This design comes from an exercise in tuning for small area, a short achievable clock period and few clock cycles per item on the open sky130 flow, not from production work.
Function was checked by simulation only, so behaviour that the tests miss may differ from the original.
Power figures rest on the tool's default switching activity, not on a simulated workload.

### flow/config.mk
export PLATFORM = sky130hd
export DESIGN_NAME = sha1_core
export DESIGN_NICKNAME = sha1_core
export VERILOG_FILES = /design/flow/design.v
export SDC_FILE = /design/flow/constraint.sdc
export NUM_CORES = 4
export LEC_CHECK = 0
export ABC_AREA = 1
export CAP_MARGIN = 20
export CORE_MARGIN = 2
export CORE_UTILIZATION = 45
export CTS_CLUSTER_DIAMETER = 100
export CTS_CLUSTER_SIZE = 25
export SLEW_MARGIN = 20
### flow/constraint.sdc
create_clock -name core_clock -period 10.0 [get_ports {clk}]
set_input_delay 2.0000 -clock core_clock [delete_from_list [all_inputs] [get_ports {clk}]]
set_output_delay 2.0000 -clock core_clock [all_outputs]
set_load 0.01 [all_outputs]
### flow/flow/run.sh
#!/bin/bash
# Standard ORFS layout with two changes: the port buffers use the smallest
# buffer cell, and timing repair aims for a tighter setup slack than the
# clock period alone asks for.
export BUFFER_PORTS_ARGS="-buffer_cell sky130_fd_sc_hd__buf_1"
export SETUP_SLACK_MARGIN=6.7
bash standard.sh > standard.log 2>&1
### flow/standard.sh
#!/bin/bash
# synth_recipe.tcl (not shown) runs the flow's synth.tcl, then flattens the netlist and writes it again
# the make line also repeats each setting of config.mk as NAME=value (left out here)
make -C /OpenROAD-flow-scripts/flow DESIGN_CONFIG=/design/flow/config.mk WORK_HOME=/design/flow/orfs CLKGATE_MAP_FILE= SYNTH_SCRIPT=/design/flow/synth_recipe.tcl "${@:-finish}"
### flow/design.v
module sha1_core (
    input  wire         clk,
    input  wire         rst,       
    input  wire         start,     
    output wire         ready,
    input  wire [511:0] chunk,     
    input  wire [159:0] h_in,      
    output reg          done,      
    output wire [159:0] h_out      
);
    localparam [31:0] K0 = 32'h5A827999;
    localparam [31:0] K1 = 32'h6ED9EBA1;
    localparam [31:0] K2 = 32'h8F1BBCDC;
    localparam [31:0] K3 = 32'hCA62C1D6;
    reg         busy;
    reg         rdy;                
    reg         sh, ld;             
    reg [6:0]   cnt;                
    reg [31:0]  w [0:15];           
    reg [31:0]  a, b, c;            
    reg [31:0]  p;                  
    reg [31:0]  q;                  
    reg [31:0]  r [0:4];            
    reg         prep;               
    reg         is_ch, is_maj;      
    reg [31:0]  k;                  
    reg         fin_rot, fin_b, fin_w, fin_w2;
    wire load = start && !busy && !rst;
    assign ready = rdy;
    wire [31:0] fb = a;
    wire [31:0] fc = {b[1:0], b[31:2]};
    wire [31:0] fd = c;
    wire [31:0] f_ch  = (fb & fc) | (~fb & fd);
    wire [31:0] f_par = fb ^ fc ^ fd;
    wire [31:0] f_maj = (fb & fc) | (fb & fd) | (fc & fd);
    wire [31:0] f = is_ch ? f_ch : is_maj ? f_maj : f_par;
    wire [31:0] q_next = c + k + w[0];
    wire [31:0] p_next = f + q;
    wire [31:0] t_new  = {a[26:0], a[31:27]} + p;
    wire [31:0] w_mix  = w[13] ^ w[8] ^ w[2] ^ w[0];
    wire [31:0] w_next = {w_mix[30:0], w_mix[31]};
    wire [31:0] fin_op = ({32{fin_rot}} & {a[1:0], a[31:2]}) |
                         ({32{fin_b}}   & a) |
                         ({32{fin_w}}   & w[12]);
    wire [31:0] fin_sum = r[0] + fin_op;
    assign h_out = {a, r[4], r[3], r[2], r[1]};
    reg [31:0] w_sh [0:15];
    reg [31:0] r_sh [0:4];
    reg [31:0] h_ring [0:4];
    integer j;
    always @(*) begin
        for (j = 0; j < 15; j = j + 1)
            w_sh[j] = w[j+1];
        w_sh[15] = w_next;
        if (fin_w2)
            w_sh[10] = r[4];                             
        for (j = 0; j < 4; j = j + 1)
            r_sh[j] = r[j+1];
        r_sh[4] = fin_sum;
        h_ring[0] = h_in[95:64];                         
        h_ring[1] = h_in[127:96];                        
        h_ring[2] = h_in[159:128];                       
        h_ring[3] = h_in[31:0];                          
        h_ring[4] = h_in[63:32];                         
    end
    wire [6:0] cnt_n = busy ? cnt + 7'd1 : 7'd0;
    integer i;
    always @(posedge clk) begin
        if (rst) begin
            busy <= 1'b0;
            rdy  <= 1'b1;
            done <= 1'b0;
        end else begin
            done <= 1'b0;
            if (load) begin
                busy <= 1'b1;
                rdy  <= 1'b0;
            end else if (busy && cnt == 7'd81) begin
                busy <= 1'b0;
                rdy  <= 1'b1;
                done <= 1'b1;
            end
        end
        sh <= !rst && (load || (busy && !fin_b));
        ld <= rst || (!load && (!busy || fin_b));
        cnt     <= cnt_n;
        prep    <= (cnt_n <= 7'd1);
        is_ch   <= (cnt_n <= 7'd20);
        is_maj  <= (cnt_n >= 7'd41) && (cnt_n <= 7'd60);
        k       <= (cnt_n < 7'd20) ? K0 : (cnt_n < 7'd40) ? K1 :
                   (cnt_n < 7'd60) ? K2 : K3;
        fin_rot <= (cnt_n >= 7'd78) && (cnt_n <= 7'd80);
        fin_b   <= (cnt_n == 7'd81);
        fin_w   <= (cnt_n == 7'd67);
        fin_w2  <= (cnt_n == 7'd68);
        q <= q_next;
        p <= p_next;
        a <= ({32{ld}} & {h_in[93:64], h_in[95:94]}) |      
             ({32{sh}} & (prep ? r[1] : t_new));         
        b <= ({32{ld}} & {h_in[61:32], h_in[63:62]}) |      
             ({32{sh}} & a);
        c <= ({32{ld}} & h_in[31:0]) |                      
             ({32{sh}} & {b[1:0], b[31:2]});
        for (i = 0; i < 16; i = i + 1)
            w[i] <= ({32{ld}} & chunk[511 - 32*i -: 32]) | ({32{sh}} & w_sh[i]);
        for (i = 0; i < 5; i = i + 1)
            r[i] <= ({32{ld}} & h_ring[i]) | ({32{sh}} & r_sh[i]);
    end
endmodule
==> flow_summary.json <==
{
  "ys_types": 44,
  "critPathTopFamily": "buffers and inverters",
  "hold_slack_ns": 0.431,
  "syn_area_um2": 38100,
  "n_fill_cell": 8212,
  "drive_above_1_share_pct": 4.90,
  "holdCritPathClass": "flip-flop to flip-flop",
  "pwr-share-seq_pct": 43.5,
  "layout_commonest_cell": "nand2_1",
  "first_global_vias": 33600,
  "ioPinCount": 837,
  "power.leakage_nw": 19.6,
  "clock_latency_ns": 0.68,
  "m1WireLength_um": 70900,
  "top_layer": "met5",
  "die_y_um": 295,
  "synth_top_cell_by_area": "dfxtp_1",
  "root_buffer": "clkbuf_16",
  "setup_tns_ns": 0,
  "drv_cap": 0,
  "worst_setup_path_start_kind": "flip-flop",
  "portBuffers": 836,
  "power.internal_mw": 6.25,
  "cts_sinks": 864,
  "holdPathStages": 2,
  "crit_chain": "buf_12 -> buf_16 -> buf_6 -> a22o_1",
  "worstSetupPathType": "flip-flop to flip-flop",
  "worstSetupEndpointType": "flip-flop",
  "synthFlopType": "dfxtp_1",
  "netSwitchingPower_mw": 4.43,
  "synth_edf_count": 0,
  "reg2regPathDepth": 4,
  "swShare_pct": 41.5,
  "syn_to_final_growth_pct": 15.1,
  "min_period_ns": 3.36,
  "p_total_mw": 10.7,
  "place_area_um2": 42000,
  "grt_max_degree": 219,
  "final_max_slew_viol_count": 0,
  "rrSetupSlack_ns": 6.64,
  "synth_top_area_share_pct": 45.4,
  "fin_cells": 6287,
  "setup_violations": 0,
  "firstDrtPassIters": 6,
  "worst_slack_ns": 6.64,
  "drtIter0Drc": 3493,
  "dp.cells": 6185,
  "path_buf_inv": 3,
  "peakVddDrop_v": 0.000163,
  "utilization_pct": 52.4,
  "syn_area_per_cell_um2": 8.66,
  "cts_tree": "done",
  "fp.dieArea_um2": 86900,
  "tightest_slew_ns": 1.12,
  "numCtsBuffers": 43,
  "wl_met2_um": 86300,
  "rsz0062_at_grt": "true",
  "grt_overflow": 0,
  "yosysWarnings": 6,
  "seqCellArea_um2": 17500,
  "routedWlPerCell_um": 29.5,
  "cp_max_fo": 218,
  "finalHoldViolations": 0,
  "synth-seq-area-share_pct": 45.4,
  "clkPwrFrac_pct": 19.5,
  "initial_core_util_pct": 45.5,
  "hold_buffers": 0,
  "final_net_count": 6038,
  "fmax_mhz": 298,
  "critPathArrivalTime_ns": 3.94,
  "async_flop_share_pct": 0,
  "vias_per_cell": 5.65,
  "cp.required_ns": 10.58,
  "preCtsSetupSlack_ns": 5.98,
  "ys_ff_latch": 864,
  "multi_input_area_um2": 18300,
  "coreArea_um2": 83700,
  "synthCells": 4395,
  "fin_worst_skew_ns": 0.0664,
  "slew_headroom_pct": 24.7,
  "route.met3.wl_um": 17300,
  "ant_nets": 0,
  "post-route-cell-area_um2": 43800,
  "p_comb_share_pct": 37.0,
  "rows": 106,
  "cts_buffer_depth": 3,
  "cp_num_cells": 4,
  "power_density_nw_per_um2": 244,
  "hpwl_um": 152000,
  "vias": 35500,
  "critPathSlowestCell": "dfxtp_4",
  "grt_first_pass_wirelength_um": 249000,
  "final_cell_mix": "902 x nand2_1, 816 x buf_1, 803 x dfxtp_1",
  "clk_pin_slew_worst_paths_ns": 0.11,
  "antenna_found_initial": 38,
  "drt-total-wl_um": 185000,
  "netlist_top_cells_area": "dfxtp_1 45%, a22o_1 12%, nand2_1 8.9%",
  "drc": 0,
  "synth_nets": 5303,
  "cpPeakStageDelay_ns": 0.76,
  "status": "finished clean",
  "die-width_um": 295,
  "cts_htree_levels": 2,
  "period_share_pct": 33.6,
  "gp_congestion": 1.04,
  "grt.total_usage_pct": 41.1
}
==> cell families after synthesis <==
| logic type | after synthesis | share of synthesized area (%) |
|---|---|---|
| buffers and inverters | 643 | 6.53 |
| xor gates and xnor gates | 129 | 2.97 |
| and+or+nand+nor | 1352 | 14.5 |
| AOI/OAI and AO/OA | 1174 | 21.7 |
| adders and majority gates | 233 | 8.90 |
| DFF | 864 | 45.4 |
==> power groups by stage <==
stage | registers [mW] | clock network (mW) | logic, mW
after floorplan | 4.42 | 0 | 2.42
after global placement | 4.76 | 0 | 3.73
after detailed placement | 4.76 | 0 | 3.73
after CTS | 4.62 | 2.07 | 3.86
after global routing | 4.66 | 2.19 | 4.28
final | 4.65 | 2.08 | 3.95
==> worst paths after layout <==
check,from,to
setup / recovery,sh,w[8][18]
hold / removal,w[11][0],w[10][0]
setup reg to reg,sh,w[8][18]
hold reg to reg,w[11][0],w[10][0]
==> cell usage after synthesis (10+ instances only) <==
library cell,count
fa_1,63
buf_1,21
clkbuf_1,121
nor3_1,23
or2_2,33
a21oi_1,209
inv_2,11
buf_2,58
xor2_1,111
o21bai_1,18
nor4_1,10
xnor2_1,18
nand2_1,903
nor2_1,210
dfxtp_1,864
a32o_1,32
inv_1,431
o22ai_1,88
nand4_1,15
o211ai_1,33
a22o_1,512
nand3_1,135
o21ai_0,255
ha_1,170
==> worst reg2reg max path, cell delays in order (launching register included) <==
cell and delay, ns:
dfxtp_4 0.76, buf_12 0.53, buf_16 0.82, buf_6 0.86, a22o_1 0.31
==> layout make-up <==
class | count | area share, %
Multi-Input combinational cell | 2888 | 41.8
Sequential cell | 864 | 39.9
Timing Repair Buffer | 889 | 8.30
Inverter | 443 | 3.82
Tap cell | 1134 | 3.24
Clock buffer | 46 | 2.50
Clock inverter | 9 | 0.397
Antenna cell | 13 | 0.0743
Timing Repair inverter | 1 | 0.0171
==> metal layers <==
layer | vias up | track usage, %
met1 | 17000 | 49.5
li1 | 16400 | -
met2 | 1723 | 67.4
met3 | 412 | 10.6
met5 | - | 0
met4 | 24 | 21.2
==> timing repair <==
item	4_1_cts	5_1_grt
setup buffers	28	5
pin swaps	0	0
gates cloned	1	0
resized for setup	113	22
endpoints found under the setup margin	195	192
==> registers in the layout (all words and copies together), names as in the netlist, 7 cells and up <==
register and flops:
k 13, p 32, w 512, cnt 7
a 32, c 32, b 32, q 32
r 160
Testbench counts, summed over its fixed seeds: cycles 63,752, items 768.

-- separate check: timing with driven ports --
How much do the figures lean on ideal ports? The routed layout below was timed once more, with nothing changed but the port constraints.
Step 1: set_driving_cell puts a clkbuf_16 on clk and a buf_2 on each other input, an assumption about the parent block.
Step 2 moves the port delays by t, midway between the first and last clock arrival at a register: inputs arrive t later, outputs are due t later. That takes back most of the time a late clock gives input paths.
a / b / c = ideal / step 1 / step 2; a / b = the first two.
t, ns: 0.719
setup slack, ns: 6.640 / 6.626 / 6.640
hold WS [ns]: 0.431 / 0.431 / 0.431
worst setup path after step 2: register to register
latest minus earliest clock arrival (ns): 0.069 / 0.068
After both steps setup and hold are still met in this run. The setup slack of this run moves by -0.014 ns with the drivers and by 0.000 ns with both steps.
